Background: an optimization exercise with open tools, aiming at small area, a short achievable clock period and few clock cycles. Do not read the settings as production practice. Where RTL was checked, it was by simulation tests only, not by an equivalence proof against the original. No activity file was given, so power comes from the tool's default toggle rates.

==> flow/design.v <==
module ulz_decomp (
    input  wire        clk,
    input  wire        rst,         
    input  wire        start,       
    input  wire [15:0] in_len,      
    input  wire [15:0] out_cap,     
    output wire        ready,
    output reg         done,        
    output wire        ok,          
    output wire [15:0] result,      
    output wire        in_re,
    output wire [15:0] in_addr,
    input  wire [7:0]  in_rdata,
    output wire        out_we,
    output wire [15:0] out_waddr,
    output wire [7:0]  out_wdata,
    output wire        out_re,
    output wire [15:0] out_raddr,
    input  wire [7:0]  out_rdata
);
    localparam I_IDLE = 0;
    localparam I_INIT = 1;    
    localparam I_HRD  = 2;    
    localparam I_HW1  = 3;    
    localparam I_HW2  = 4;    
    localparam I_CAP  = 5;    
    localparam I_VC   = 6;    
    localparam I_C2   = 7;    
    localparam I_LIT  = 8;    
    localparam I_VA   = 9;    
    localparam I_VB   = 10;   
    localparam I_R1   = 11;   
    localparam I_REF  = 12;   
    localparam I_FIN  = 13;   
    localparam I_ESC  = 14;   
    localparam NS     = 15;
    reg [NS-1:0] st;
    reg          okr;
    wire s_idle = st[I_IDLE];
    wire s_init = st[I_INIT];
    wire s_hrd  = st[I_HRD];
    wire s_hw1  = st[I_HW1];
    wire s_hw2  = st[I_HW2];
    wire s_cap  = st[I_CAP];
    wire s_vc   = st[I_VC];
    wire s_c2   = st[I_C2];
    wire s_lit  = st[I_LIT];
    wire s_va   = st[I_VA];
    wire s_vb   = st[I_VB];
    wire s_r1   = st[I_R1];
    wire s_ref  = st[I_REF];
    wire s_fin  = st[I_FIN];
    wire s_esc  = st[I_ESC];
    reg [15:0] head;             
    reg [15:0] avail;            
    reg [15:0] fa;               
    reg [2:0]  cnt;
    reg        hbig;             
    reg [15:0] size;
    reg [15:0] rp;               
    reg [15:0] o;                
    reg [15:0] endp;             
    reg        endhi;            
    reg [15:0] src;              
    reg        offbad;           
    reg        fwd1, fwd2;       
    reg        fin;              
    reg [1:0]  ret;              
    reg [25:0] bb;               
    reg [4:0]  bn;               
    reg        fp;               
    reg        ibv;              
    reg [7:0]  ib;               
    reg        vvalid;
    reg [16:0] vval;             
    reg        vbig;             
    reg        vesc;             
    reg        vz;               
    reg [1:0]  vm;               
    reg        ire;              
    reg [15:0] ia;               
    reg        fq;               
    reg        ore;              
    reg        pf;               
    reg        r1, r1lit;        
    reg        wv;               
    reg [7:0]  wd, wd2;          
    wire st_lit_rd = s_c2 | s_lit;
    wire st_ref_rd = s_r1 | s_ref;
    wire cons_port = s_init | s_hrd | st_lit_rd | (s_esc & !cnt[2]);
    wire mC  = s_ref & last_ref & !fin;
    wire mA  = s_lit & last_lit & !fin;
    wire vcx = s_vc | mC;
    wire vax = (s_va & !fin) | mA;
    wire s_v = vcx | vax | s_vb;
    wire take = (vvalid & !vesc & ((vcx & vz) | vax | s_vb)) | s_c2;
    wire [2:0] t  = bb[2:0];
    wire cA = !t[0];
    wire cB = (t[1:0] == 2'b01);
    wire cC = (t == 3'b011);
    wire have = cA ? (bn >= 5'd3) : cB ? (bn >= 5'd6) : cC ? (bn >= 5'd11) : (bn >= 5'd19);
    wire [4:0] k = cA ? 5'd3 : cB ? 5'd6 : cC ? 5'd11 : 5'd19;
    wire dec = !s_idle & (!vvalid | take) & have;
    wire [2:0] lr = bn[2:0];
    wire [1:0] m  = cA ? {1'b0, lr < 3'd3} :
                    cB ? {1'b0, lr < 3'd6} :
                    cC ? ((lr < 3'd3) ? 2'd2 : 2'd1) :
                         ((lr < 3'd3) ? 2'd3 : 2'd2);
    wire [16:0] valA = {15'd0, t[2:1]};
    wire [16:0] valB = {12'd0, ({1'b0, bb[5:3], t[2]} + 5'd4)};
    wire [16:0] valC = {8'd0, ({1'b0, bb[10:3]} + 9'd20)};
    wire [16:0] valD = {1'b0, bb[18:3]} + 17'd276;
    wire        escD = (bb[18:3] == 16'hFFFF);
    wire [25:0] bb_app = bb | (ibv ? ({18'd0, ib} << bn) : 26'd0);
    wire [4:0]  bn_app = bn + {1'b0, ibv, 3'b000};
    wire [15:0] head_nx = s_idle ? 16'd0 : cons_port ? head + 16'd1 : head;
    wire [15:0] fa_nx   = s_idle ? in_len : (s_init | fq) ? fa - 16'd1 : fa;
    wire [15:0] rp_inc = rp + 16'd1;
    wire [16:0] avx = ({17{s_v}} & {15'd0, vm}) | ({17{s_c2}} & vval) |
                      {14'd0, s_esc, 1'b0, s_init | s_hrd};
    wire [17:0] av_d   = {2'b0, avail} - {1'b0, avx};
    wire        av_bad = av_d[17];
    wire [16:0] addb = s_vb ? ~vval : vval;
    wire [15:0] adda = (mC | mA) ? endp : rp;      
    wire [17:0] add1 = {2'b0, adda} + {1'b0, addb} + {17'd0, vax | mC};
    wire [17:0] sub2 = {2'b0, size} + {1'b0, ~endhi, ~endp} + {17'd0, s_c2};
    wire        sub2_c = sub2[17];
    wire        sub2_z = (sub2[16:0] == 17'd0);
    wire        h_last  = !ib[7] || cnt[2];
    wire        h_bad   = cnt[2] && (ib[7:4] != 4'd0);
    wire last_lit = (rp_inc == endp);
    wire last_ref = (rp == endp);
    wire slow_bad = (s_cap & (hbig | sub2_c)) |
                    (s_c2 & (av_bad | vbig | endhi | !sub2_c)) |
                    (s_r1 & (offbad | endhi | !sub2_c));
    wire av_lt_m = (avail[15:2] == 14'd0) && (avail[1:0] < vm);
    wire go_fail = pf |
                   ((s_init | s_hrd) & (avail == 16'd0)) |
                   (s_hw2 & h_bad) |
                   (s_v & vvalid & av_lt_m) |
                   (s_esc & (cnt == 3'd0) & (avail < 16'd4));
    wire go_ok   = (s_cap & !hbig & (size == 16'd0)) |
                   (s_fin & !r1 & !pf);
    wire esc_go   = s_v & vvalid & vesc;
    wire esc_back = s_esc & (cnt == 3'd5);
    wire [NS-1:0] nx;
    assign nx[I_IDLE] = (s_idle & !start) | go_fail | go_ok;
    assign nx[I_INIT] = s_idle & start;
    assign nx[I_HRD]  = s_hw2 & !h_last & !go_fail;
    assign nx[I_HW1]  = (s_init | s_hrd) & !go_fail;
    assign nx[I_HW2]  = s_hw1;
    assign nx[I_CAP]  = s_hw2 & h_last & !go_fail;
    assign nx[I_VC]   = (s_cap & !go_fail & !go_ok) |
                        (vcx & !vvalid & !go_fail) |
                        (esc_back & (ret == 2'd0));
    assign nx[I_C2]   = vcx & vvalid & !vesc & !vz & !go_fail;
    assign nx[I_LIT]  = ((s_c2 | s_lit) & !last_lit & !go_fail);
    assign nx[I_VA]   = (vcx & vvalid & !vesc & vz & !go_fail) |
                        (vax & !vvalid & !go_fail) |
                        (s_c2 & last_lit & !go_fail) |
                        (esc_back & (ret == 2'd1));
    assign nx[I_VB]   = (vax & vvalid & !vesc & !go_fail) |
                        (s_vb & !vvalid & !go_fail) |
                        (esc_back & (ret == 2'd2));
    assign nx[I_R1]   = s_vb & vvalid & !vesc & !go_fail;
    assign nx[I_REF]  = (s_r1 | (s_ref & !last_ref)) & !go_fail;
    assign nx[I_FIN]  = ((s_lit & last_lit & fin) |
                         (s_va & fin) |
                         (s_ref & last_ref & fin) |
                         (s_fin & r1)) & !go_fail;
    assign nx[I_ESC]  = (esc_go & !go_fail) | (s_esc & !esc_back & !go_fail);
    always @(posedge clk) begin
        if (rst) begin
            st   <= {{(NS-1){1'b0}}, 1'b1};
            ore  <= 1'b0;
            pf   <= 1'b0;
            done <= 1'b0;
            r1   <= 1'b0;
            wv   <= 1'b0;
        end else begin
            st   <= nx;
            ore  <= nx[I_R1] | nx[I_REF];
            pf   <= slow_bad & !go_fail;
            done <= go_fail | go_ok;
            r1   <= (st_lit_rd | st_ref_rd) & !go_fail;
            wv   <= r1 & !go_fail;
        end
    end
    always @(posedge clk) begin
        if (go_fail | go_ok)
            okr <= go_ok;
        if (r1) begin
            wd  <= r1lit ? in_rdata : fwd1 ? wd : fwd2 ? wd2 : out_rdata;
            wd2 <= wd;
        end
        r1lit <= st_lit_rd;
        if (s_idle)
            o <= 16'd0;
        else if (wv)
            o <= o + 16'd1;
        head <= head_nx;
        if (s_idle)
            avail <= in_len;
        else if (s_init | s_hrd | (s_v & vvalid) | s_c2 | (s_esc & (cnt == 3'd0)))
            avail <= av_d[15:0];
        if (s_idle)
            rp <= 16'd0;
        else if (st_lit_rd | st_ref_rd)
            rp <= rp_inc;
        if (s_idle | esc_go)
            cnt <= 3'd0;
        else if (s_hw2 | s_esc)
            cnt <= cnt + 3'd1;
        if (s_init | go_fail)
            size <= 16'd0;
        else if (s_hw2) begin
            case (cnt)
            3'd0: size[6:0]   <= ib[6:0];
            3'd1: size[13:7]  <= ib[6:0];
            3'd2: size[15:14] <= ib[1:0];
            default: ;
            endcase
        end
        if (s_idle)
            hbig <= 1'b0;
        else if (s_hw2)
            hbig <= hbig | (cnt == 3'd2 && ib[6:2] != 5'd0) |
                           (cnt == 3'd3 && ib[6:0] != 7'd0) |
                           (cnt == 3'd4 && ib[3:0] != 4'd0);
        if (s_idle) begin
            endp  <= out_cap;
            endhi <= 1'b0;
        end else if ((vcx | vax) & vvalid) begin
            endp  <= add1[15:0];
            endhi <= (add1[17:16] != 2'd0) | vbig;
        end
        if (s_vb & vvalid) begin
            src    <= add1[15:0];
            offbad <= !add1[17] | vbig;
            fwd1   <= vz;
            fwd2   <= (vval == 17'd1);
        end else if (st_ref_rd)
            src <= src + 16'd1;
        if (s_idle)
            fin <= 1'b0;
        else if (s_c2 | s_r1)
            fin <= sub2_z;
        if (esc_go)
            ret <= {s_vb, vax};
    end
    wire cons_nx = (s_idle & start) | (s_hw2 & !h_last) |
                   (vcx & vvalid & !vesc & !vz) |
                   ((s_c2 | s_lit) & !last_lit) |
                   esc_go | (s_esc & (cnt < 3'd3));
    wire [1:0] pend = {1'b0, fq} + {1'b0, fp} + {1'b0, ibv};
    wire fill_nx = !s_idle & !cons_nx &
                   ((pend == 2'd0) ? (bn <= 5'd18) : (pend == 2'd1) ? (bn <= 5'd10) :
                    (pend == 2'd2) ? (bn <= 5'd2) : 1'b0);
    always @(posedge clk) begin
        ib  <= in_rdata;
        ibv <= fp & !s_idle;
        fp  <= fq & !s_idle;
        fq  <= fill_nx;
        ire <= cons_nx | fill_nx;
        ia  <= cons_nx ? head_nx : fa_nx;
        fa  <= fa_nx;
        if (s_idle) begin
            bb <= 26'd0;
            bn <= 5'd0;
        end else if (dec) begin
            bb <= cA ? (bb_app >> 3) : cB ? (bb_app >> 6) : cC ? (bb_app >> 11) : (bb_app >> 19);
            bn <= bn_app - k;
        end else begin
            bb <= bb_app;
            bn <= bn_app;
        end
        if (s_idle) begin
            vvalid <= 1'b0;
        end else if (dec) begin
            vvalid <= 1'b1;
            vval   <= cA ? valA : cB ? valB : cC ? valC : valD;
            vbig   <= 1'b0;
            vesc   <= !cA & !cB & !cC & escD;
            vz     <= cA & (t[2:1] == 2'b00);
            vm     <= m;
        end else begin
            if (take)
                vvalid <= 1'b0;
            if (s_v && vvalid)
                vm <= 2'd0;
            if (s_esc) begin
                case (cnt)
                3'd2: vval[7:0] <= ib;
                3'd3: begin vval[16:8] <= {1'b0, ib}; vbig <= 1'b0; end
                3'd4: vbig <= (ib != 8'd0);
                3'd5: begin
                    vesc <= 1'b0;
                    vz   <= (vval[15:0] == 16'd0) && !vbig && (ib == 8'd0);
                    vbig <= vbig | (ib != 8'd0);
                end
                default: ;
                endcase
            end
        end
    end
    assign ready     = s_idle;
    assign ok        = okr;
    assign result    = size;
    assign in_re     = ire;
    assign in_addr   = ia;
    assign out_re    = ore;
    assign out_raddr = src;
    assign out_we    = wv;
    assign out_waddr = o;
    assign out_wdata = wd;
endmodule
clock: 10.0 ns
lec_check: 0
cap_margin: 20
core_margin: 2
core_utilization: 40
setup_slack_margin: 5
slew_margin: 20
standard.sh (not shown) runs the stock make flow with config.mk's settings and CLKGATE_MAP_FILE= SYNTH_SCRIPT=/design/flow/synth_recipe.tcl, a recipe that flattens the netlist after the stock synthesis.
==> flow/flow/run.sh <==
#!/bin/bash
set -euo pipefail
sed -e 's/SETUP_SLACK_MARGIN=[0-9.]*/SETUP_SLACK_MARGIN=7/' standard.sh > standard_margin.sh
bash standard_margin.sh > standard_margin.log 2>&1
Edit:
--- a/flow/design.v
+++ b/flow/design.v
@@ -77,6 +77,8 @@
     reg        vesc;             
     reg        vz;               
     reg [1:0]  vm;               
+    reg        v1;               
+    reg        lastq;            
     reg        ire;              
     reg [15:0] ia;               
     reg        fq;               
@@ -88,8 +90,8 @@
     wire st_lit_rd = s_c2 | s_lit;
     wire st_ref_rd = s_r1 | s_ref;
     wire cons_port = s_init | s_hrd | st_lit_rd | (s_esc & !cnt[2]);
-    wire mC  = s_ref & last_ref & !fin;
-    wire mA  = s_lit & last_lit & !fin;
+    wire mC  = s_ref & lastq & !fin;
+    wire mA  = s_lit & lastq & !fin;
     wire vcx = s_vc | mC;
     wire vax = (s_va & !fin) | mA;
     wire s_v = vcx | vax | s_vb;
@@ -116,20 +118,33 @@
     wire [15:0] head_nx = s_idle ? 16'd0 : cons_port ? head + 16'd1 : head;
     wire [15:0] fa_nx   = s_idle ? in_len : (s_init | fq) ? fa - 16'd1 : fa;
     wire [15:0] rp_inc = rp + 16'd1;
-    wire [16:0] avx = ({17{s_v}} & {15'd0, vm}) | ({17{s_c2}} & vval) |
+    wire        s_cp = s_lit | s_ref;
+    wire [16:0] avx = ({17{s_vc | s_va | s_vb | s_cp}} & {15'd0, vm}) | ({17{s_c2}} & vval) |
                       {14'd0, s_esc, 1'b0, s_init | s_hrd};
     wire [17:0] av_d   = {2'b0, avail} - {1'b0, avx};
     wire        av_bad = av_d[17];
     wire [16:0] addb = s_vb ? ~vval : vval;
-    wire [15:0] adda = (mC | mA) ? endp : rp;      
-    wire [17:0] add1 = {2'b0, adda} + {1'b0, addb} + {17'd0, vax | mC};
+    wire [15:0] adda = s_cp ? endp : rp;
+    wire [17:0] add1 = {2'b0, adda} + {1'b0, addb} + {17'd0, s_va | s_cp};
     wire [17:0] sub2 = {2'b0, size} + {1'b0, ~endhi, ~endp} + {17'd0, s_c2};
     wire        sub2_c = sub2[17];
-    wire        sub2_z = (sub2[16:0] == 17'd0);
+    wire [16:0] e17  = {endhi, endp};
+    wire [16:0] s17  = {1'b0, size};
+    wire [16:0] inc_s = e17 ^ 17'd1 ^ s17;
+    wire [16:0] inc_c = {((e17[15:0] & 16'd1) | ((e17[15:0] | 16'd1) & ~s17[15:0])), 1'b0};
+    wire        eq_l  = (e17 == s17);
+    wire        eq_r  = (inc_s == inc_c);
+    wire        sub2_z = s_c2 ? eq_l : eq_r;
     wire        h_last  = !ib[7] || cnt[2];
     wire        h_bad   = cnt[2] && (ib[7:4] != 4'd0);
-    wire last_lit = (rp_inc == endp);
-    wire last_ref = (rp == endp);
+    wire last_lit = lastq;
+    wire last_ref = lastq;
+    wire [15:0] p1_s = rp ^ 16'd1 ^ endp;
+    wire [15:0] p1_c = {(rp[14:0] & 15'd1) | ((rp[14:0] | 15'd1) & ~endp[14:0]), 1'b0};
+    wire [15:0] p2_s = rp ^ 16'd2 ^ endp;
+    wire [15:0] p2_c = {(rp[14:0] & 15'd2) | ((rp[14:0] | 15'd2) & ~endp[14:0]), 1'b0};
+    wire        eq_p1 = (p1_s == p1_c);
+    wire        eq_p2 = (p2_s == p2_c);
     wire slow_bad = (s_cap & (hbig | sub2_c)) |
                     (s_c2 & (av_bad | vbig | endhi | !sub2_c)) |
                     (s_r1 & (offbad | endhi | !sub2_c));
@@ -238,9 +253,10 @@
             src    <= add1[15:0];
             offbad <= !add1[17] | vbig;
             fwd1   <= vz;
-            fwd2   <= (vval == 17'd1);
+            fwd2   <= v1;
         end else if (st_ref_rd)
             src <= src + 16'd1;
+        lastq <= vcx ? v1 : st_lit_rd ? eq_p2 : eq_p1;
         if (s_idle)
             fin <= 1'b0;
         else if (s_c2 | s_r1)
@@ -282,6 +298,7 @@
             vbig   <= 1'b0;
             vesc   <= !cA & !cB & !cC & escD;
             vz     <= cA & (t[2:1] == 2'b00);
+            v1     <= cA & (t[2:1] == 2'b01);
             vm     <= m;
         end else begin
             if (take)
@@ -290,13 +307,27 @@
                 vm <= 2'd0;
             if (s_esc) begin
                 case (cnt)
-                3'd2: vval[7:0] <= ib;
-                3'd3: begin vval[16:8] <= {1'b0, ib}; vbig <= 1'b0; end
-                3'd4: vbig <= (ib != 8'd0);
+                3'd2: begin
+                    vval[7:0] <= ib;
+                    vz <= (ib == 8'd0);
+                    v1 <= (ib == 8'd1);
+                end
+                3'd3: begin
+                    vval[16:8] <= {1'b0, ib};
+                    vbig <= 1'b0;
+                    vz <= vz & (ib == 8'd0);
+                    v1 <= v1 & (ib == 8'd0);
+                end
+                3'd4: begin
+                    vbig <= (ib != 8'd0);
+                    vz <= vz & (ib == 8'd0);
+                    v1 <= v1 & (ib == 8'd0);
+                end
                 3'd5: begin
                     vesc <= 1'b0;
-                    vz   <= (vval[15:0] == 16'd0) && !vbig && (ib == 8'd0);
                     vbig <= vbig | (ib != 8'd0);
+                    vz <= vz & (ib == 8'd0);
+                    v1 <= v1 & (ib == 8'd0);
                 end
                 default: ;
                 endcase
Outcome:
- The changed run produced a clean layout
- wire length went down by about 9%
- global-route usage is lower by 0.91 points
- via count drops by 7.1%
- power went down by about 5.5%
- cell count shrinks by 3.9%
Testbench counts after the change, summed over its fixed seeds: cycles 261,657.
No functional check of the RTL was part of the first run of this note.

==> static timing again, ports no longer ideal <==
In the flow no input, the clock included, has a driving cell. The finished layouts below were timed again as built, in two steps. Step 1 assumes that a clkbuf_16 drives the clock port and a buf_2 every other input. Step 2 moves the port delays by t, midway between the first and last clock arrival at a register: inputs arrive t later, outputs are due t later. That takes back most of the time a late clock gives input paths. a / b / c = ideal / step 1 / step 2; a / b = the first two.
run | t, ns | setup WS [ns] | slew at the worst register clock pin (ns)
the first run | 0.617 | 5.556 / 5.556 / 5.556 | 0.07 / 0.07
the second run | 0.617 | 6.816 / 6.764 / 6.474 | 0.07 / 0.07
After both steps setup and hold are still met in every run listed. The setup slack of the second run, which loses most, moves by -0.052 ns with the drivers and by -0.342 ns with both steps.
